This is an optimization exercise on Yosys and OpenROAD, whose aim is small area, a short achievable clock period and few clock cycles per item, not a production implementation.
The RTL was checked by simulation tests, not by an equivalence proof against the original design.

$ cat design/flow/config.mk
export PLATFORM = sky130hd
export DESIGN_NAME = spu_adpcm_decoder
export DESIGN_NICKNAME = spu_adpcm_decoder
export VERILOG_FILES = /design/flow/design.v
export SDC_FILE = /design/flow/constraint.sdc
export NUM_CORES = 4
export LEC_CHECK = 0
export CAP_MARGIN = 20
export CORE_MARGIN = 2
export CORE_UTILIZATION = 40
export SLEW_MARGIN = 20
$ cat design/flow/constraint.sdc
create_clock -name core_clock -period 14.5 [get_ports {clk}]
set_input_delay 2.9000 -clock core_clock [delete_from_list [all_inputs] [get_ports {clk}]]
set_output_delay 2.9000 -clock core_clock [all_outputs]
set_load 0.01 [all_outputs]
$ cat design/flow/design.v
module spu_adpcm_decoder (
    input  wire         clk,
    input  wire         rst,           
    input  wire         in_valid,
    output wire         in_ready,
    input  wire [4:0]   in_voice,      
    input  wire [127:0] in_block,      
    output wire         out_valid,
    input  wire         out_ready,
    output wire [15:0]  out_sample,    
    output wire [4:0]   out_voice,
    output wire [4:0]   out_index,     
    output wire [2:0]   out_flags      
);
    localparam NV = 24;
    localparam W  = 23;                
    localparam AW = 29;                
    localparam HW = 2 * W;             
    function [2*AW-1:0] csa;
        input [AW-1:0] a, b, c;
        begin
            csa[AW-1:0]    = a ^ b ^ c;
            csa[2*AW-1:AW] = ((a & b) | (a & c) | (b & c)) << 1;
        end
    endfunction
    reg [NV*HW-1:0] ring;              
    reg [4:0]       pos;               
    reg             sweep;             
    wire [4:0]      pos_n = (pos == NV - 1) ? 5'd0 : pos + 5'd1;
    reg [W-1:0]     pnd_x1, pnd_p0;
    reg             pnd_c0;
    reg [4:0]       pnd_voice;
    reg [2:0]       pnd_flags;
    reg             pnd_v;             
    wire [W-1:0]    pnd_x0 = pnd_p0 + pnd_c0;
    reg [HW-1:0]    fet;               
    reg             fet_v;
    reg             fhit;              
    wire            wb_hit  = pnd_v && (pos == pnd_voice);
    wire [HW-1:0]   head_in = sweep ? {HW{1'b0}} : (wb_hit ? {pnd_x1, pnd_x0} : ring[HW-1:0]);
    always @(posedge clk)
        ring <= {head_in, ring[NV*HW-1:HW]};
    always @(posedge clk) begin
        if (rst) begin
            pos   <= NV - 1;
            sweep <= 1'b1;
        end else begin
            pos <= pos_n;
            if (pos == NV - 2) sweep <= 1'b0;
        end
    end
    reg [111:0] b_nib;
    reg [3:0]   b_shift;
    reg [3:0]   b_filt;               
    reg [2:0]   b_flags;
    reg [4:0]   b_voice;
    reg         bfull;                
    reg         in_ready_r;
    wire in_fire = in_valid && in_ready_r;
    wire [2:0] in_f = in_block[6:4];
    wire [3:0] in_filt = {in_f[2], in_f == 3'd3, in_f == 3'd2, in_f == 3'd1};
    reg         cw;                    
    reg [4:0]   cidx;                  
    reg [3:0]   cn;                    
    reg [3:0]   cn2;                   
    reg [3:0]   cshift;
    reg [3:0]   cf;                    
    reg         sA7, sB2;              
    reg [2:0]   cflags;
    reg [4:0]   curv;                  
    reg         curv_v;
    reg [W-1:0] lp;                    
    reg         lc;
    reg [AW-1:0] q;                    
    reg         s1v;
    reg         s1_last;
    reg         out_v;
    reg [15:0]  out_sample_r;
    reg [4:0]   out_voice_r;
    reg [4:0]   out_index_r;
    reg [2:0]   out_flags_r;
    reg         nsr;
    reg         swp;
    reg [3:0]   qf_r;                  
    reg [3:0]   qn_r;
    reg [3:0]   qsh_r;
    wire        s1_moves = s1v && (!out_v || out_ready);
    wire        emit     = !cw && (!s1v || s1_moves);
    wire        start    = nsr && (cw || emit);
    wire        swap     = start && swp;
    wire        last     = (cidx == 5'd27);
    wire [AW-1:0] x0 = {{(AW-W){lp[W-1]}}, lp};
    wire f1 = cf[0], f2 = cf[1], f3 = cf[2], f4 = cf[3];
    wire [6:0] posv = ({7{f1}} & 7'd60) | ({7{f2}} & 7'd115) | ({7{f3}} & 7'd98) | ({7{f4}} & 7'd122);
    wire [AW-1:0] rA = ({AW{f1}} & (x0 << 6)) | ({AW{sA7}} & (x0 << 7));
    wire [AW-1:0] rB = ({AW{sB2}} & ~(x0 << 2)) | ({AW{f2}} & ~(x0 << 3)) | ({AW{f3}} & ~(x0 << 5));
    wire [AW-1:0] rC = ({AW{f2}} & ~(x0 << 2)) | ({AW{f3}} & (x0 << 1)) | ({AW{f4}} & ~(x0 << 1));
    wire [AW-1:0] rD = {AW{f2}} & ~x0;
    wire [AW-1:0] rL = {{(AW-7){1'b0}}, {7{lc}} & posv};
    wire [2*AW-1:0] s1a = csa(rA, rB, rC);
    wire [2*AW-1:0] s1b = csa(rD, rL, q);
    wire [2*AW-1:0] s2  = csa(s1a[AW-1:0], s1a[2*AW-1:AW], s1b[AW-1:0]);
    wire [2*AW-1:0] s3  = csa(s2[AW-1:0], s2[2*AW-1:AW], s1b[2*AW-1:AW]);
    wire [AW-1:0]   tx  = s3[AW-1:0];
    wire [AW-1:0]   ty  = s3[2*AW-1:AW];
    wire [AW-1:0]   t   = tx + ty;
    wire [15:0]     raw  = $signed({cn, 12'd0}) >>> cshift;
    wire [W-1:0]    nraw = ~{{(W-16){raw[15]}}, raw};
    wire [W-1:0]    txh  = tx[AW-1:6];
    wire [W-1:0]    tyh  = ty[AW-1:6];
    wire [6:0]      tl   = tx[5:0] + ty[5:0];
    wire [W-1:0]    sga  = txh ^ tyh ^ nraw;
    wire [W-1:0]    sgb  = {(txh[W-2:0] & tyh[W-2:0]) | (txh[W-2:0] & nraw[W-2:0]) |
                            (tyh[W-2:0] & nraw[W-2:0]), 1'b1};
    wire [W-1:0]    sgs  = sga + sgb + tl[6];
    wire            lc_n = sgs[W-1] && (t[5:0] != 6'd0);
    wire [W-1:0]    lp_n = t[AW-1:6];
    wire [W-1:0]  qvp = swp ? fet[HW-1:W] : lp;
    wire          qvc = !swp && lc;
    wire [3:0]    qf  = qf_r;
    wire [15:0]   qraw = $signed({qn_r, 12'd0}) >>> qsh_r;
    wire [AW-1:0] x1  = {{(AW-W){qvp[W-1]}}, qvp};
    wire g1 = qf[0], g2 = qf[1], g3 = qf[2], g4 = qf[3];
    wire [AW-1:0] rE = {AW{g2 | g3 | g4}} & ~(x1 << 6);
    wire [AW-1:0] rF = ({AW{g2 | g3}} & (x1 << 3)) | ({AW{g4}} & (x1 << 2));
    wire [AW-1:0] rG = ({AW{g2}} & (x1 << 2)) | ({AW{g3}} & x1);
    wire [AW-1:0] rK = (g1 ? 33 : g2 ? 36 : g3 ? 34 : g4 ? 35 : 32) +
                       (!qvc ? 0 : g2 ? -52 : g3 ? -55 : g4 ? -60 : 0);
    wire [AW-1:0] rR = {{(AW-22){qraw[15]}}, qraw, 6'd0};
    wire [2*AW-1:0] u1  = csa(rE, rF, rG);
    wire [2*AW-1:0] u2  = csa(u1[AW-1:0], u1[2*AW-1:AW], rK);
    wire [2*AW-1:0] u3  = csa(u2[AW-1:0], u2[2*AW-1:AW], rR);
    wire [AW-1:0] q_n = u3[AW-1:0] + u3[2*AW-1:AW];
    wire [4:0]  ridx   = cidx + 5'd2;
    wire [3:0]  b_next = b_nib[ridx*4 +: 4];
    wire [W-1:0] s1x = s1_last ? pnd_x0 : lp + lc;
    wire in_range = (s1x[W-1:15] == {(W-15){1'b0}}) || (s1x[W-1:15] == {(W-15){1'b1}});
    wire [15:0] s1_sample = in_range ? s1x[15:0] : (s1x[W-1] ? 16'h8000 : 16'h7fff);
    wire [3:0]   b_filt_n  = in_ready_r ? in_filt : b_filt;
    wire [111:0] b_nib_n   = in_ready_r ? in_block[127:16] : b_nib;
    wire [3:0]   b_shift_n = in_ready_r ? in_block[3:0] : b_shift;
    wire [4:0]   b_voice_n = in_ready_r ? in_voice : b_voice;
    localparam NX = 20;
    wire [NX-1:0] nx [0:1];
    genvar ge;
    generate
        for (ge = 0; ge < 2; ge = ge + 1) begin : g_next
            wire       em  = (ge == 1);
            wire       st  = nsr && (cw || em);
            wire       bf  = bfull ? !st : in_fire;
            wire       cwx = st ? 1'b0 : (em && last) ? 1'b1 : cw;
            wire [4:0] ci  = st ? 5'd0 : (em && !last) ? cidx + 5'd1 : cidx;
            wire       cvv = curv_v || st;
            wire [4:0] cv  = st ? b_voice : curv;
            wire       fv  = (st && swp) ? 1'b0 : (fet_v || fhit);
            wire       ns  = bf && (cwx || ci == 5'd27);
            wire       sw  = ns && !(cvv && b_voice_n == cv);
            wire [3:0] c2  = st ? b_nib[7:4] : (em && !last) ? b_next : cn2;
            wire [3:0] cfx = st ? b_filt : cf;
            wire [3:0] csx = st ? b_shift : cshift;
            wire       fh  = in_valid && !in_fire && !bf && !fv &&
                             !(cvv && in_voice == cv) && (pos_n == in_voice);
            wire       ir  = in_valid && !in_fire && !bf &&
                             (cwx || ci == 5'd26 || ci == 5'd27) &&
                             ((cvv && in_voice == cv) || fv);
            assign nx[ge] = {bf, cwx, cvv, fv, ns, sw,
                             ns ? b_filt_n : cfx,
                             ns ? b_nib_n[3:0] : c2,
                             ns ? b_shift_n : csx,
                             fh, ir};
        end
    endgenerate
    wire [NX-1:0] nxs = emit ? nx[1] : nx[0];
    always @(posedge clk) begin
        if (start) begin
            cidx   <= 5'd0;
            cn     <= b_nib[3:0];
            cn2    <= b_nib[7:4];
            cshift <= b_shift;
            cf     <= b_filt;
            sA7    <= b_filt[1] | b_filt[2] | b_filt[3];
            sB2    <= b_filt[0] | b_filt[3];
            cflags <= b_flags;
            curv   <= b_voice;
        end else if (emit && !last) begin
            cidx <= cidx + 5'd1;
            cn   <= cn2;
            cn2  <= b_next;
        end
        if (start || (emit && !last)) begin
            lp <= swp ? fet[W-1:0] : lp_n;
            lc <= swp ? 1'b0       : lc_n;
            q  <= q_n;
        end
        if (emit && last) begin
            pnd_x1    <= s1x;              
            pnd_p0    <= lp_n;
            pnd_c0    <= lc_n;
            pnd_voice <= curv;
            pnd_flags <= cflags;
        end
        if (fhit)
            fet <= head_in;
        if (emit)
            s1_last <= last;
        if (s1_moves) begin
            out_sample_r <= s1_sample;
            out_voice_r  <= s1_last ? pnd_voice : curv;
            out_flags_r  <= s1_last ? pnd_flags : cflags;
        end
        {qf_r, qn_r, qsh_r} <= nxs[13:2];
        if (in_ready_r) begin
            b_nib   <= in_block[127:16];
            b_shift <= in_block[3:0];
            b_filt  <= in_filt;
            b_flags <= in_block[10:8];
            b_voice <= in_voice;
        end
    end
    always @(posedge clk) begin
        if (rst) begin
            bfull      <= 1'b0;
            cw         <= 1'b1;
            curv_v     <= 1'b0;
            fet_v      <= 1'b0;
            fhit       <= 1'b0;
            nsr        <= 1'b0;
            swp        <= 1'b0;
            pnd_v      <= 1'b0;
            s1v        <= 1'b0;
            out_v      <= 1'b0;
            out_index_r <= 5'd27;          
            in_ready_r <= 1'b0;
        end else begin
            {bfull, cw, curv_v, fet_v, nsr, swp} <= nxs[19:14];
            fhit       <= nxs[1];
            in_ready_r <= nxs[0];
            if (swap && curv_v)
                pnd_v <= 1'b1;
            else if (wb_hit && !sweep)
                pnd_v <= 1'b0;
            if (emit)
                s1v <= 1'b1;
            else if (s1_moves)
                s1v <= 1'b0;
            if (s1_moves) begin
                out_v       <= 1'b1;
                out_index_r <= (out_index_r == 5'd27) ? 5'd0 : out_index_r + 5'd1;
            end else if (out_ready)
                out_v <= 1'b0;
        end
    end
    assign in_ready   = in_ready_r;
    assign out_valid  = out_v;
    assign out_sample = out_sample_r;
    assign out_voice  = out_voice_r;
    assign out_index  = out_index_r;
    assign out_flags  = out_flags_r;
endmodule
$ cat design/flow/standard.sh
#!/bin/bash
# synth_recipe.tcl (not shown) runs the flow's synth.tcl, then flattens the netlist and writes it again
# the make line also repeats each setting of config.mk as NAME=value (left out here)
make -C /OpenROAD-flow-scripts/flow DESIGN_CONFIG=/design/flow/config.mk WORK_HOME=/design/flow/orfs CLKGATE_MAP_FILE= SYNTH_SCRIPT=/design/flow/synth_recipe.tcl "${@:-finish}"
$ cat design/flow/flow/run.sh
#!/bin/bash
# Standard ORFS layout (the standard.sh) with: timing repair aiming for
# 10 ns of setup slack on the design's own constraints (the clock period is
# unchanged), the smallest buffer on the ports, and a clock tree without
# dummy loads. make's full output goes to flow_standard.log here; each
# tool's own log is under orfs/logs.
set -euo pipefail
export SETUP_SLACK_MARGIN=10
export BUFFER_PORTS_ARGS="-buffer_cell sky130_fd_sc_hd__buf_1"
export CTS_ARGS="-sink_clustering_enable -repair_clock_nets -dont_use_dummy_load -sink_clustering_size 22 -sink_clustering_max_diameter 80 -buf_list sky130_fd_sc_hd__clkbuf_16"
bash standard.sh > flow_standard.log 2>&1
==> results of run 1 <==
-- worst max path at each step --
stage               startpoint     end  cells past startpoint
floorplan                cf[1]  lp[22]                     18
global placement           swp   q[26]                     17
detailed placement         swp   q[26]                     17
CTS                      cf[1]  pnd_c0                     16
global route             cf[2]  pnd_c0                     16
finish                   cf[2]  pnd_c0                     16
-- cells in the mapped netlist, types with 6 or more instances --
library cell     n
buf_1           13
a22o_1          47
o21ai_0         94
nand2b_1        16
a22oi_1         23
a221oi_1        19
and3_1          13
clkbuf_1        85
nor2b_1         28
nor2_1         168
o211ai_1         8
o21bai_1        13
mux2_2          45
edfxtp_1       316
nand2_1        198
mux4_2          32
ha_1           122
o21a_1          18
or2_2            8
a211oi_1        37
a211o_1          6
and4_1           6
o221ai_1         7
mux2i_1         44
and2_1          15
a31oi_1          8
fa_1           181
o22ai_1          6
nand3_1         52
o21ai_1         25
xor2_1          48
o31ai_1         10
a21o_1          22
nor3_1          37
inv_1          293
xnor2_1         88
nand4_1         15
a21oi_1        131
dfxtp_1       1160
nor4_1           6
-- metrics by stage --
stage          utilization  hold slack, ns  setup slack, ns
6_report             0.463           0.284             9.26
3_3_place_gp         0.426           0.310             8.31
3_5_place_dp         0.426           0.312             8.24
5_1_grt              0.463           0.300             9.05
2_1_floorplan            -           0.310             9.49
4_1_cts              0.456           0.289             9.32
-- timing repair --
action,in CTS,in global routing
setup endpoints to repair,71,59
pin swaps,39,81
resized for setup,172,131
buffers inserted,73,34
gates cloned,9,2
-- registers in the layout, indices dropped and copies added (netlist names), 16 cells and up --
name and count:
b_nib 112, fet 46, lp 23, ring 1104, q 29, out_sample_r 16, pnd_p0 23, pnd_x1 23
-- cell type report --
type,count,share of cell area
inverters,296,0.0205
multi-input cells,1660,0.280
flip-flops and latches,1476,0.589
well taps,1612,0.0363
diodes,3,0.000135
repair buffers,304,0.0379
repair inverters,1,0.000293
clock buffers,81,0.0365
-- per-layer routing --
layer	up-vias	routed length (µm)
li1	12500	-
met1	12700	43800
met2	644	44800
met3	152	5540
met4	2	2320
met5	-	13
-- logic make-up (layout without fill, tap and decap cells) --
family,count (synthesis),after routing,share of synthesized area
AOI/OAI and AO/OA,509,509,0.0689
adders and majority gates,303,303,0.106
buffers and inverters,408,682,0.0335
and+or+nand+nor,589,591,0.0568
other,0,3,0
DFF,1476,1476,0.675
muxes,121,121,0.0344
xor gates and xnor gates,136,136,0.0246
==> results.toml, run 1 <==
[floorplanning]
dieArea_um2 = 124000
rows = 127
die_h_um = 352
initial_utilization = 0.404
die_w_um = 352
pin_count = 168
core_area_um2 = 120000

[placement]
hpwlAfterDp_um = 65600
portBuffers = 161
place.gp.congestion = 0.848
place_area_um2 = 51200
dp_cells = 5231

[timing]
fmax_mhz = 191
fin_crit_sh = 0.361
clock_skew_ns = 0.0910
setup_viol = 0
finalSetupTns_ns = 0
slew_violations = 0
tightest_slew_ns = 1.01
final-hold-violation-count = 0
max_slew_margin = 0.325
fin_crit_ns = 5.24
rsz0062_at_grt = "yes"

[layout]
final_cell_mix = "dfxtp_1 (1154), edfxtp_1 (316), inv_1 (268)"
drive_gt1_frac = 0.147
nNetsFinal = 4260
final_common_cell = "dfxtp_1"
stdcell_count = 5433
seq_area_um2 = 32700
multi_input_area_um2 = 15500
design_area_um2 = 55600
synthToLayoutAreaGrowth_pct = 14.8
nFillCells = 10700

[setup_path]
required_ns = 14.84
timing.rr.start = "cf[2]"
critPathMaxFanout = 6
critical_path.cell_chain = "buf_6 > clkbuf_16 > a221oi_2 > fa_1 > fa_1 > inv_1 > fa_2 > fa_2 > ha_1 > a21o_1 > a211oi_2 > a21oi_2 > or4_4 > a31o_4 > xnor2_4 > nor2_1"
reg2regPathDepth = 16
slowest_stage = "fa_2"
worstSetupPathType = "reg2reg"
reg2reg_to = "pnd_c0"
startpoint_type = "register"
worst_path_largest_cell_delay_ns = 0.60
crit_buf_inv = 3
arrival_ns = 5.58
cp_top_family = "adder cells"
cp-end-kind = "register"
rrSetupSlack_ns = 9.26

[synth]
synthFlopType = "dfxtp_1"
synthArstFlopShare = 0
ys_warn_count = 1
synth_edf_count = 316
ys_top_cells_by_area = "dfxtp_1 (48%), edfxtp_1 (20%), fa_1 (7.5%), ha_1 (3.2%), inv_1 (2.3%)"
synth_seq_cells = 1476
syn_area_per_cell_um2 = 13.7
ys_seq_area_frac = 0.675
syn_area_um2 = 48400
syn-num-nets = 3982
synth.distinct_cells = 79
synth_cells = 3542
synth_top_cell_by_area = "dfxtp_1"
synth.top_cell.area_share = 0.480

[detailed_routing]
ant_nets = 0
routed_wirelength_um = 96500
via_count = 26000
wl_per_cell_um = 17.8
drc = 0
drt_iter0_drc = 1804
first_pass_iters = 5
via_per_inst = 4.78

[grt]
grtUsageMet2 = 0.249
track_usage = 0.154
grt_use_met1 = 0.212
antenna_found_initial = 3
use_met3 = 0.0300
grt-ovfl-total = 0
grt_pass1_vias = 25700
top_usage_layer = "met2"
grt_first_pass_wirelength_um = 149000
grt_max_degree = 75

[clock_tree]
clock_sinks = 1476
cts-buffers-inserted = 81
cts_tree = "built"
clockRootBuffer = "clkbuf_16"
clkTransAtPathRegs_ns = 0.09
clk_latency_ns = 0.66
cts_hold_buf = 0
cts_max_level = 3
clk_path_buf_depth = 3

[outcome]
outcome = "no timing/DRC/antenna violations"

[worst_hold_path]
hold_end = "ring[1056]"
whs_path_depth = 0
hold_start = "ring[1102]"
hold_path.class = "reg2reg"

[job]
drv_cap = 0
Testbench counts, summed over its fixed seeds: cycles 35,888, blocks 1,280.
==> run 2, diff against run 1 <==
--- a/design/flow/config.mk
+++ b/design/flow/config.mk
@@ -5,6 +5,7 @@
 export SDC_FILE = /design/flow/constraint.sdc
 export NUM_CORES = 4
 export LEC_CHECK = 0
+export ABC_AREA = 1
 export CAP_MARGIN = 20
 export CORE_MARGIN = 2
 export CORE_UTILIZATION = 40
==> results.toml, run 2 <==
[synth]
synth_cells = 4288
syn_area_per_cell_um2 = 11.5
synth.top_cell.area_share = 0.470
ys_seq_area_frac = 0.661
syn-num-nets = 4728
synthFlopType = "dfxtp_1"
synth_seq_cells = 1476
syn_area_um2 = 49500
synth_edf_count = 316
synth_top_cell_by_area = "dfxtp_1"
synthTopCellsByCount = "dfxtp_1 (1160), nand2_1 (605), inv_1 (481)"
ys_warn_count = 1
ys_top_cells_by_area = "dfxtp_1 (47%), edfxtp_1 (19%), fa_1 (7.3%), nand2_1 (4.6%), inv_1 (3.7%)"
synthArstFlopShare = 0
yosysMostFrequentCell = "dfxtp_1"
synth.distinct_cells = 54

[timing]
clock_skew_ns = 0.0938
final-hold-violation-count = 0
setup_viol = 0
max_slew_margin = 0.349
fin_crit_sh = 0.339
fin_crit_ns = 4.92
tightest_slew_ns = 0.977
fin_ws_ns = 9.58
rsz0062_at_grt = "yes"
slew_violations = 0
fmax_mhz = 203
holdWs_ns = 0.243
finalSetupTns_ns = 0

[floorplanning]
dieArea_um2 = 126000
pin_count = 168
initial_utilization = 0.402
die_h_um = 356
core_area_um2 = 123000
rows = 129
die_w_um = 356

[detailed_routing]
first_pass_iters = 6
ant_nets = 0
via_count = 30100
drc = 0
wl_per_cell_um = 18.3
via_per_inst = 4.83
routed_wirelength_um = 114000
drt_iter0_drc = 2403

[worst_hold_path]
hold_start = "ring[347]"
hold_end = "ring[301]"
whs_path_depth = 0
hold_path.class = "reg2reg"

[clock_tree]
clk_latency_ns = 0.68
clockRootBuffer = "clkbuf_16"
cts_max_level = 3
clock_sinks = 1476
clkTransAtPathRegs_ns = 0.09
clk_path_buf_depth = 3
cts_tree = "built"
cts-buffers-inserted = 82
cts_hold_buf = 0

[job]
drv_cap = 0

[placement]
place.gp.congestion = 0.944
dp_cells = 5993
hpwlAfterDp_um = 79000
pre_cts_slack_ns = 8.69
portBuffers = 161

[outcome]
outcome = "no timing/DRC/antenna violations"

[layout]
fin_util = 0.466
nNetsFinal = 5030
final_cell_mix = "dfxtp_1 (1155), nand2_1 (551), inv_1 (440)"
drive_gt1_frac = 0.151
largest-register = "ring"
synthToLayoutAreaGrowth_pct = 16.1
stdcell_count = 6231
reg.largest.list = "ring x1104, b_nib x112, fet x46"
final_common_cell = "dfxtp_1"
largest_reg_flops = 1104

[setup_path]
arrival_ns = 5.33
timing.rr.start = "lp[22]"
worstSetupPathType = "reg2reg"
critPathMaxFanout = 5
startpoint_type = "register"
rrSetupSlack_ns = 9.58
required_ns = 14.91
reg2regPathDepth = 21
cp-end-kind = "register"
reg2reg_to = "lc"

[grt]
grt_first_pass_wirelength_um = 172000
grt_max_degree = 78
track_usage = 0.179
grt_pass1_vias = 29000
grt-ovfl-total = 0
antenna_found_initial = 2
[run 2: critical path, stage by stage (launching register included)]
cell and delay [ns]:
edfxtp_1 0.52, clkinvlp_4 0.25, buf_6 0.12, buf_6 0.13, nand2_4 0.06, fa_1 0.54
inv_1 0.05, fa_1 0.46, fa_2 0.63, inv_2 0.05, fa_1 0.54, inv_2 0.05
ha_4 0.26, nand4_1 0.14, inv_1 0.09, nand4_1 0.14, nor2_2 0.24, a21oi_4 0.10
inv_2 0.06, nand2_2 0.06, nand3_4 0.09, nor2_1 0.06
[run 2: layout make-up]
class                   count  area, µm²
fillers                 11100      65700
flip-flops and latches   1476      32700
multi-input cells        2197      16400
repair buffers            327       2200
clock buffers              82       2050
well taps                1637       2050
inverters                 499       1920
repair inverters            7       46.3
diodes                      6       15.0
[run 2: kinds of logic after synthesis]
| kind of cell | after synthesis | synth area share |
|---|---|---|
| buf+inv | 616 | 0.0482 |
| flops | 1476 | 0.661 |
| simple gates | 1190 | 0.100 |
| xor+xnor | 84 | 0.0149 |
| compound gates | 619 | 0.0708 |
| fa+ha+maj | 303 | 0.104 |
[run 2: timing repair]
action / 4_1_cts / 5_1_grt
setup buffers: 84 / 52
gates cloned: 11 / 3
endpoints found under the setup margin: 74 / 66
pin swaps: 42 / 101
resized for setup: 249 / 276
[run 2: through the flow]
| stage | area (µm²) |
|---|---|
| floorplan | 49500 |
| global placement | 51800 |
| detailed placement | 51800 |
| CTS | 55800 |
| global route | 57400 |
| finish | 57400 |
[run 2: worst max-delay path by stage]
stage	from	to	slack [ns]	cells after the start
after floorplan	out_ready	pnd_c0	9.94	7
after global placement	swp	q[19]	8.60	18
after detailed placement	swp	q[19]	8.69	18
after CTS	cf[1]	lc	9.73	24
after global routing	cf[0]	lc	9.44	22
final	lp[22]	lc	9.58	21
[run 2: routing by layer]
metal | part of all wire | routed length, µm | up-vias | GRT usage
li1 | - | - | 14500 | -
met1 | 0.45 | 51500 | 14500 | 0.247
met2 | 0.45 | 51300 | 924 | 0.280
met3 | 0.060 | 6880 | 223 | 0.0343
met4 | 0.040 | 4560 | 0 | 0.0628
met5 | 0 | 0 | - | 0
==> run 3, diff against run 2 <==
==> design/flow/flow/run.sh (replaced) <==
#!/bin/bash
# Standard ORFS layout (the standard.sh) with: timing repair aiming for
# 9.5 ns of setup slack on the design's own constraints (the clock period is
# unchanged), the smallest buffer on the ports, and a clock tree without
# dummy loads. make's full output goes to flow_standard.log here; each
# tool's own log is under orfs/logs.
set -euo pipefail
export SETUP_SLACK_MARGIN=9.5
export BUFFER_PORTS_ARGS="-buffer_cell sky130_fd_sc_hd__buf_1"
export CTS_ARGS="-sink_clustering_enable -repair_clock_nets -dont_use_dummy_load -sink_clustering_size 26 -sink_clustering_max_diameter 80 -buf_list sky130_fd_sc_hd__clkbuf_16"
bash standard.sh > flow_standard.log 2>&1
--- a/design/flow/config.mk
+++ b/design/flow/config.mk
@@ -5,7 +5,6 @@
 export SDC_FILE = /design/flow/constraint.sdc
 export NUM_CORES = 4
 export LEC_CHECK = 0
-export ABC_AREA = 1
 export CAP_MARGIN = 20
 export CORE_MARGIN = 2
 export CORE_UTILIZATION = 40
==> results.toml, run 3 <==
[layout]
largest_reg_flops = 1104
final_common_cell = "dfxtp_1"
final_cell_mix = "dfxtp_1 (1153), edfxtp_1 (316), inv_1 (276)"
nNetsFinal = 4234
drive_gt1_frac = 0.121
reg.largest.list = "ring x1104, b_nib x112, fet x46"
largest-register = "ring"
fin_util = 0.455
synthToLayoutAreaGrowth_pct = 12.7

[synth]
synth.distinct_cells = 79
synthFlopType = "dfxtp_1"
synth_edf_count = 316
ys_top_cells_by_area = "dfxtp_1 (48%), edfxtp_1 (20%), fa_1 (7.5%), ha_1 (3.2%), inv_1 (2.3%)"
synth_top_cell_by_area = "dfxtp_1"
syn_area_um2 = 48400
ys_warn_count = 1
yosysMostFrequentCell = "dfxtp_1"
syn-num-nets = 3982
syn_area_per_cell_um2 = 13.7
synthTopCellsByCount = "dfxtp_1 (1160), edfxtp_1 (316), inv_1 (293)"
synth_cells = 3542
synth.top_cell.area_share = 0.480
synthArstFlopShare = 0
ys_seq_area_frac = 0.675
synth_seq_cells = 1476

[setup_path]
worstSetupPathType = "reg2reg"
startpoint_type = "register"
reg2reg_to = "lc"
critPathMaxFanout = 32
timing.rr.start = "cf[1]"
required_ns = 14.87
reg2regPathDepth = 14
arrival_ns = 5.71
cp-end-kind = "register"
rrSetupSlack_ns = 9.15

[clock_tree]
cts-buffers-inserted = 73
clock_sinks = 1476
cts_tree = "built"
cts_max_level = 3
clkTransAtPathRegs_ns = 0.09
clockRootBuffer = "clkbuf_16"
clk_path_buf_depth = 3
cts_hold_buf = 0
clk_latency_ns = 0.67

[floorplanning]
pin_count = 168
die_h_um = 352
rows = 127
initial_utilization = 0.404
dieArea_um2 = 124000
core_area_um2 = 120000
die_w_um = 352

[detailed_routing]
via_count = 25800
wl_per_cell_um = 17.7
first_pass_iters = 7
via_per_inst = 4.76
drc = 0
ant_nets = 0
drt_iter0_drc = 1812
routed_wirelength_um = 95500

[timing]
final-hold-violation-count = 0
fin_crit_ns = 5.35
slew_violations = 0
holdWs_ns = 0.270
fin_ws_ns = 9.15
setup_viol = 0
clock_skew_ns = 0.0965
rsz0062_at_grt = "yes"
max_slew_margin = 0.361
tightest_slew_ns = 0.958
finalSetupTns_ns = 0
fmax_mhz = 187
fin_crit_sh = 0.369

[worst_hold_path]
whs_path_depth = 0
hold_path.class = "reg2reg"
hold_end = "ring[57]"
hold_start = "ring[103]"

[grt]
grt_first_pass_wirelength_um = 146000
grt_max_degree = 79
grt-ovfl-total = 0
grt_pass1_vias = 25300
antenna_found_initial = 4
track_usage = 0.152

[placement]
portBuffers = 161
pre_cts_slack_ns = 8.06
hpwlAfterDp_um = 65900
place.gp.congestion = 0.873

[outcome]
outcome = "no timing/DRC/antenna violations"

[job]
drv_cap = 0
run 3: changes by cell type after synthesis, sizes merged, moves of 38 or more:
cell	previous run	this run
mux2	0	45
nand3	134	53
mux2i	0	44
nor2	330	168
nand2	613	198
inv	491	296
a22o	1	47
o22ai	99	6
xnor2	22	88
a21oi	169	131
o21ai	257	119
run 3: layout make-up:
cell class | count | area, µm²
fillers | 10900 | 65400
flip-flops and latches | 1476 | 32700
clock buffers | 73 | 1830
repair buffers | 287 | 1840
well taps | 1612 | 2020
multi-input cells | 1660 | 15000
inverters | 296 | 1140
diodes | 2 | 5.00
run 3: repair_timing:
item | 4_1_cts | 5_1_grt
setup buffers | 58 | 35
gates resized for setup | 134 | 113
pin swaps | 20 | 50
setup endpoints to repair | 56 | 32
hold endpoints to repair | 0 | 0
cloned | 5 | 4
run 3: worst max path at each step:
stage,startpoint,to,slack (ns),cells past startpoint
after global routing,cf[2],lc,9.00,17
after detailed placement,swp,q[26],8.06,18
after floorplan,cf[1],lp[22],9.50,18
after global placement,swp,q[27],8.14,17
final,cf[1],lc,9.15,14
after CTS,cf[2],lc,9.20,18
run 3: metrics by stage:
step                      instances  cell area (µm²)
after global placement         5229            50900
after CTS                      5365            53800
after detailed placement       5229            50900
after floorplan                3542            48600
final                          5406            54600
after global routing           5404            54600
run 3: metal layers:
| layer | wire length, µm | up-vias | track usage |
|---|---|---|---|
| li1 | - | 12400 | - |
| met5 | 0 | - | 0 |
| met3 | 5180 | 150 | 0.0305 |
| met1 | 43400 | 12600 | 0.207 |
| met2 | 44400 | 631 | 0.245 |
| met4 | 2520 | 0 | 0.0414 |
run 3: cells by family (layout without fill, tap and decap cells):
kind of cell / Yosys count / count (layout) / share of synthesized area
flops: 1476 / 1476 / 0.675
mux: 121 / 121 / 0.0344
buf+inv: 408 / 656 / 0.0335
other cells: 0 / 2 / 0
compound gates: 509 / 509 / 0.0689
xor+xnor: 136 / 136 / 0.0246
fa+ha+maj: 303 / 303 / 0.106
simple gates: 589 / 591 / 0.0568
run 3: worst max-delay path, cell delays in order (launching register included):
cell      delay (ns)
edfxtp_1        0.42
buf_12          0.18
nor2b_2         0.20
a211oi_2        0.29
fa_1            0.45
fa_1            0.48
inv_1           0.05
fa_1            0.60
fa_1            0.46
ha_1            0.19
or4_1           0.52
or4_4           0.59
a31o_4          0.28
xnor2_4         0.27
nor3_1          0.08
==> run 4, diff against run 3 <==
--- a/design/flow/design.v
+++ b/design/flow/design.v
@@ -141,11 +141,11 @@
     wire [3:0]   b_shift_n = in_ready_r ? in_block[3:0] : b_shift;
     wire [4:0]   b_voice_n = in_ready_r ? in_voice : b_voice;
     localparam NX = 20;
-    wire [NX-1:0] nx [0:1];
+    wire [NX-1:0] nx [0:0];
     genvar ge;
     generate
-        for (ge = 0; ge < 2; ge = ge + 1) begin : g_next
-            wire       em  = (ge == 1);
+        for (ge = 0; ge < 1; ge = ge + 1) begin : g_next
+            wire       em  = emit;
             wire       st  = nsr && (cw || em);
             wire       bf  = bfull ? !st : in_fire;
             wire       cwx = st ? 1'b0 : (em && last) ? 1'b1 : cw;
@@ -170,7 +170,7 @@
                              fh, ir};
         end
     endgenerate
-    wire [NX-1:0] nxs = emit ? nx[1] : nx[0];
+    wire [NX-1:0] nxs = nx[0];
     always @(posedge clk) begin
         if (start) begin
             cidx   <= 5'd0;
--- a/design/flow/flow/run.sh
+++ b/design/flow/flow/run.sh
@@ -7,5 +7,5 @@
 set -euo pipefail
 export SETUP_SLACK_MARGIN=9.5
 export BUFFER_PORTS_ARGS="-buffer_cell sky130_fd_sc_hd__buf_1"
-export CTS_ARGS="-sink_clustering_enable -repair_clock_nets -dont_use_dummy_load -sink_clustering_size 26 -sink_clustering_max_diameter 80 -buf_list sky130_fd_sc_hd__clkbuf_16"
+export CTS_ARGS="-sink_clustering_enable -repair_clock_nets -dont_use_dummy_load -sink_clustering_size 22 -sink_clustering_max_diameter 80 -buf_list sky130_fd_sc_hd__clkbuf_16"
 bash standard.sh > flow_standard.log 2>&1
==> results.toml, run 4 <==
[placement]
hpwlAfterDp_um = 63500
dp_cells = 5128
place.gp.congestion = 0.857
portBuffers = 161
place_area_um2 = 50300

[setup_path]
slowest_stage = "fa_1"
crit_path_frequent_cell = "fa_1"
critPathMaxFanout = 8
required_ns = 15.00
worstSetupPathType = "reg2reg"
startpoint_type = "register"
reg2reg_to = "q[27]"
crit_buf_inv = 8
rrSetupSlack_ns = 9.23
timing.rr.start = "qf_r[1]"
reg2regPathDepth = 23
critical_path.cell_chain = "buf_12 > inv_8 > nand2_8 > buf_12 > nor2_4 > buf_8 > nor2_2 > fa_1 > inv_1 > fa_1 > fa_1 > inv_2 > ha_4 > o21a_1 > o21a_1 > buf_4 > buf_4 > a211o_4 > a21boi_4 > o21ai_1 > a2111o_1 > a211o_1 > nand3_1"
cp_top_family = "compound AO/OA/AOI/OAI gates"
cp-end-kind = "register"
worst_path_largest_cell_delay_ns = 0.50
arrival_ns = 5.76

[synth]
ys_seq_area_frac = 0.680
synthFlopType = "dfxtp_1"
synth.distinct_cells = 85
synth_top_cell_by_area = "dfxtp_1"
synthArstFlopShare = 0
syn_area_um2 = 47900
yosysMostFrequentCell = "dfxtp_1"
ys_top_cells_by_area = "dfxtp_1 (49%), edfxtp_1 (19%), fa_1 (7.5%), ha_1 (3.2%), inv_1 (2.3%)"
synth.top_cell.area_share = 0.492
synthTopCellsByCount = "dfxtp_1 (1177), edfxtp_1 (299), inv_1 (291)"
synth_cells = 3449
syn-num-nets = 3888
synth_seq_cells = 1476
syn_area_per_cell_um2 = 13.9
ys_warn_count = 1
synth_edf_count = 299

[timing]
fmax_mhz = 190
tightest_slew_ns = 1.07
fin_crit_ns = 5.27
final-hold-violation-count = 0
finalSetupTns_ns = 0
holdWs_ns = 0.286
slew_violations = 0
setup_viol = 0
fin_crit_sh = 0.363
rsz0062_at_grt = "yes"
clock_skew_ns = 0.0967
max_slew_margin = 0.280

[grt]
track_usage = 0.157
grt_use_met1 = 0.211
grtUsageMet2 = 0.248
use_met3 = 0.0315
grt_first_pass_wirelength_um = 146000
antenna_found_initial = 2
grt-ovfl-total = 0
grt_pass1_vias = 25300
top_usage_layer = "met2"
grt_max_degree = 71

[layout]
multi_input_area_um2 = 15000
reg.largest.list = "ring x1104, b_nib x112, fet x46"
diodes = 0
design_area_um2 = 55300
final_common_cell = "dfxtp_1"
fin_util = 0.467
nFillCells = 10500
nNetsFinal = 4215
seq_area_um2 = 32600
largest_reg_flops = 1104
drive_gt1_frac = 0.164
synthToLayoutAreaGrowth_pct = 15.6
stdcell_count = 5374
largest-register = "ring"
final_cell_mix = "dfxtp_1 (1166), edfxtp_1 (299), inv_1 (262)"

[detailed_routing]
via_per_inst = 4.73
via_count = 25400
drt_iter0_drc = 1783
ant_nets = 0
routed_wirelength_um = 96400
first_pass_iters = 5
wl_per_cell_um = 17.9
drc = 0

[worst_hold_path]
hold_end = "ring[1020]"
hold_path.class = "reg2reg"
hold_start = "ring[1066]"
whs_path_depth = 0

[floorplanning]
pin_count = 168
die_h_um = 350
die_w_um = 350
initial_utilization = 0.404
dieArea_um2 = 122000
rows = 126
core_area_um2 = 118000

[clock_tree]
clock_sinks = 1476
clk_latency_ns = 0.67
clk_path_buf_depth = 3
cts_tree = "built"
clockRootBuffer = "clkbuf_16"
clkTransAtPathRegs_ns = 0.09
cts_max_level = 3
cts-buffers-inserted = 80
cts_hold_buf = 0

[outcome]
outcome = "no timing/DRC/antenna violations"

[job]
drv_cap = 0
==> run 4: cell types whose count changed in the layout (fill, tap and decap cells not counted), sizes merged, moves of 12 or more <==
cell	change
nor3	-12
mux2	+17
nand2	+44
buf	+59
edfxtp	-17
xor2	-15
nor2	-41
o21ai	-34
nor2b	+16
xnor2	+15
dfxtp	+17
a21oi	-26
mux2i	-19
==> run 4: cell type report <==
type                            count  share of cell area
Tap cell                         1600              0.0362
Clock buffer                       80              0.0362
Inverter                          294              0.0208
Multi-Input combinational cell   1576               0.271
Sequential cell                  1476               0.589
Timing Repair Buffer              348              0.0470
==> run 4: layer usage <==
metal | routed length, µm | vias to the layer above
met5 | 13 | -
met4 | 3410 | 2
met1 | 43800 | 12500
met2 | 43900 | 663
met3 | 5340 | 176
li1 | - | 12100
==> run 4: logic make-up after synthesis <==
| logic type | Yosys count | share of synthesized area |
|---|---|---|
| flip-flops | 1476 | 0.680 |
| AND/OR/NAND/NOR | 589 | 0.0579 |
| AO/OA/AOI/OAI | 428 | 0.0630 |
| buffers and inverters | 398 | 0.0320 |
| adder cells (fa/ha/maj) | 303 | 0.107 |
| XOR/XNOR | 136 | 0.0249 |
| multiplexers | 119 | 0.0349 |
==> run 4: repair_timing <==
item,CTS,global route
pin swaps,37,84
gates cloned,11,2
resized for setup,193,153
buffers inserted,116,37
setup endpoints to repair,129,41
==> run 4: worst max-delay path by stage <==
stage / slack [ns] / startpoint / end / cells past startpoint
after CTS: 9.13 / swp / q[18] / 17
after floorplan: 9.47 / out_ready / qf_r[0] / 11
after global routing: 9.10 / swp / q[18] / 18
after detailed placement: 7.77 / out_ready / qf_r[3] / 11
final: 9.23 / qf_r[1] / q[27] / 23
after global placement: 7.79 / out_ready / qf_r[0] / 11
==> run 4: through the flow <==
stage / worst slack, ns
finish: 9.23
floorplan: 9.47
global route: 9.10
CTS: 9.13
global placement: 7.79
detailed placement: 7.77
Testbench counts of run 4, summed over its fixed seeds: cycles 35,888, blocks 1,280.
==> run 5, diff against run 4 <==
--- a/design/flow/config.mk
+++ b/design/flow/config.mk
@@ -5,6 +5,7 @@
 export SDC_FILE = /design/flow/constraint.sdc
 export NUM_CORES = 4
 export LEC_CHECK = 0
+export ABC_AREA = 1
 export CAP_MARGIN = 20
 export CORE_MARGIN = 2
 export CORE_UTILIZATION = 40
==> results.toml, run 5 <==
[outcome]
outcome = "no timing/DRC/antenna violations"

[layout]
final_cell_mix = "dfxtp_1 (1168), nand2_1 (582), inv_1 (456)"
reg.largest.list = "ring x1104, b_nib x112, fet x46"
largest-register = "ring"
nNetsFinal = 4851
final_common_cell = "dfxtp_1"
design_area_um2 = 54300
synthToLayoutAreaGrowth_pct = 11.5
largest_reg_flops = 1104
drive_gt1_frac = 0.0773

[synth]
synth.top_cell.area_share = 0.484
syn_area_um2 = 48700
ys_warn_count = 1
synthFlopType = "dfxtp_1"
synthTopCellsByCount = "dfxtp_1 (1177), nand2_1 (596), inv_1 (471)"
ys_seq_area_frac = 0.668
synth_cells = 4181
ys_top_cells_by_area = "dfxtp_1 (48%), edfxtp_1 (18%), fa_1 (7.4%), nand2_1 (4.6%), inv_1 (3.6%)"
yosysMostFrequentCell = "dfxtp_1"
synth.distinct_cells = 53
synth_top_cell_by_area = "dfxtp_1"
syn-num-nets = 4620
synthArstFlopShare = 0
synth_seq_cells = 1476
synth_edf_count = 299
syn_area_per_cell_um2 = 11.6

[floorplanning]
die_h_um = 353
core_area_um2 = 120000
initial_utilization = 0.405
die_w_um = 353
dieArea_um2 = 125000
pin_count = 168
rows = 127

[timing]
clock_skew_ns = 0.0767
slew_violations = 0
final-hold-violation-count = 0
fin_crit_sh = 0.339
max_slew_margin = 0.374
fmax_mhz = 204
setup_viol = 0
finalSetupTns_ns = 0
tightest_slew_ns = 0.939
rsz0062_at_grt = "yes"
fin_crit_ns = 4.91

[job]
drv_cap = 0

[worst_hold_path]
hold_path.class = "reg2reg"
hold_start = "ring[379]"
hold_end = "ring[333]"
whs_path_depth = 0

[clock_tree]
cts_max_level = 3
clock_sinks = 1476
cts_hold_buf = 0
clk_path_buf_depth = 3
clkTransAtPathRegs_ns = 0.08
clk_latency_ns = 0.67
cts-buffers-inserted = 80
cts_tree = "built"
clockRootBuffer = "clkbuf_16"

[setup_path]
required_ns = 14.92
critPathMaxFanout = 23
rrSetupSlack_ns = 9.59
timing.rr.start = "cf[2]"
reg2reg_to = "lc"
startpoint_type = "register"
arrival_ns = 5.33
worstSetupPathType = "reg2reg"
cp-end-kind = "register"
reg2regPathDepth = 20

[grt]
grt_max_degree = 79
grt_pass1_vias = 27600
grt-ovfl-total = 0
track_usage = 0.170
antenna_found_initial = 4
grt_first_pass_wirelength_um = 163000

[detailed_routing]
drt_iter0_drc = 2178
via_count = 28700
drc = 0
first_pass_iters = 6
routed_wirelength_um = 107000
via_per_inst = 4.77
ant_nets = 0
wl_per_cell_um = 17.8

[placement]
place.gp.congestion = 0.908
portBuffers = 161
hpwlAfterDp_um = 77300
place_area_um2 = 51100
## run 5: cells by family (layout without fill, tap and decap cells)
family | Yosys count | after routing | synth area share
flops | 1476 | 1476 | 0.668
simple gates | 1154 | 1155 | 0.0981
buf+inv | 588 | 815 | 0.0462
compound gates | 574 | 575 | 0.0663
fa+ha+maj | 302 | 302 | 0.105
xor+xnor | 86 | 86 | 0.0155
mux | 1 | 1 | 0.000206
other cells | 0 | 1 | 0
## run 5: metal layers
layer | part of all wire | GRT usage | wire length, µm
met1 | 0.45 | 0.236 | 48800
met2 | 0.45 | 0.270 | 48300
met3 | 0.059 | 0.0264 | 6340
met4 | 0.036 | 0.0591 | 3820
met5 | 0.00021 | 0 | 22
## run 5: how the worst max path moves through the flow
stage	startpoint	to	slack, ns	cells after the start
after global placement	out_ready	qsh_r[1]	8.25	13
after global routing	swp	q[25]	9.39	22
after CTS	cf[1]	pnd_p0[22]	9.50	20
after floorplan	out_ready	qsh_r[0]	9.51	10
after detailed placement	out_ready	qf_r[0]	8.18	13
final	cf[2]	lc	9.59	20
## run 5: cell type report
| class | instances | area, µm² |
|---|---|---|
| Sequential cell | 1476 | 32600 |
| Fill cell | 11000 | 66000 |
| Clock buffer | 80 | 2000 |
| Antenna cell | 1 | 2.50 |
| Inverter | 482 | 1840 |
| Tap cell | 1612 | 2020 |
| Timing Repair inverter | 5 | 32.5 |
| Multi-Input combinational cell | 2119 | 14400 |
| Timing Repair Buffer | 248 | 1430 |
## run 5: what timing repair did
action / CTS / global route
setup buffers: 29 / 34
cloned: 5 / 3
gates resized for setup: 71 / 100
pin swaps: 5 / 8
endpoints found under the setup margin: 75 / 53
## run 5: critical path, cell delays in order, from the launching register on
cell and delay, ns:
dfxtp_2 0.42, buf_12 0.21, nand2_1 0.17, nand3_4 0.15, inv_2 0.07, fa_1 0.53
inv_2 0.05, fa_1 0.51, fa_2 0.60, inv_2 0.05, fa_1 0.52, inv_2 0.05
ha_4 0.28, nand2_4 0.06, nor4_4 0.36, and3_4 0.25, nand2_1 0.06, nand2_2 0.09
nand3_2 0.11, nand3_4 0.12, nor2_4 0.04
## run 5: through the flow
step,setup WS (ns),hold slack (ns),cells,util
floorplan,9.51,0.310,4181,-
global placement,8.25,0.310,5871,0.425
detailed placement,8.18,0.312,5871,0.425
CTS,9.50,0.286,5985,0.445
global route,9.39,0.289,6022,0.451
finish,9.59,0.284,6023,0.451

## static timing again, ports no longer ideal
How much do the figures lean on ideal ports? The routed layouts below were timed once more, with nothing changed but the port constraints.
Step 1, drivers: a clkbuf_16 drives clk and a buf_2 each remaining input, both assumed.
Step 2 times the ports against the registers' clock, not the clock port: input delays grow and output delays shrink by t, the midpoint of the rising clock arrivals with the driver on.
a / b / c = no drivers / after step 1 / after step 2; a / b = the first two.
run	shift t [ns]	slack for setup (ns)	worst setup path at the end
run 1	0.685	9.264 / 9.264 / 9.264	register to register
run 2	0.711	9.583 / 9.583 / 9.583	register to register
run 3	0.693	9.154 / 9.154 / 9.154	register to register
run 4	0.691	9.235 / 9.235 / 9.000	input to register
run 5	0.701	9.588 / 9.588 / 8.999	input to register
After both steps every run listed still meets setup and hold. For run 5, which loses most, drivers alone change the setup slack by 0.000 ns; drivers and shift together by -0.589 ns.
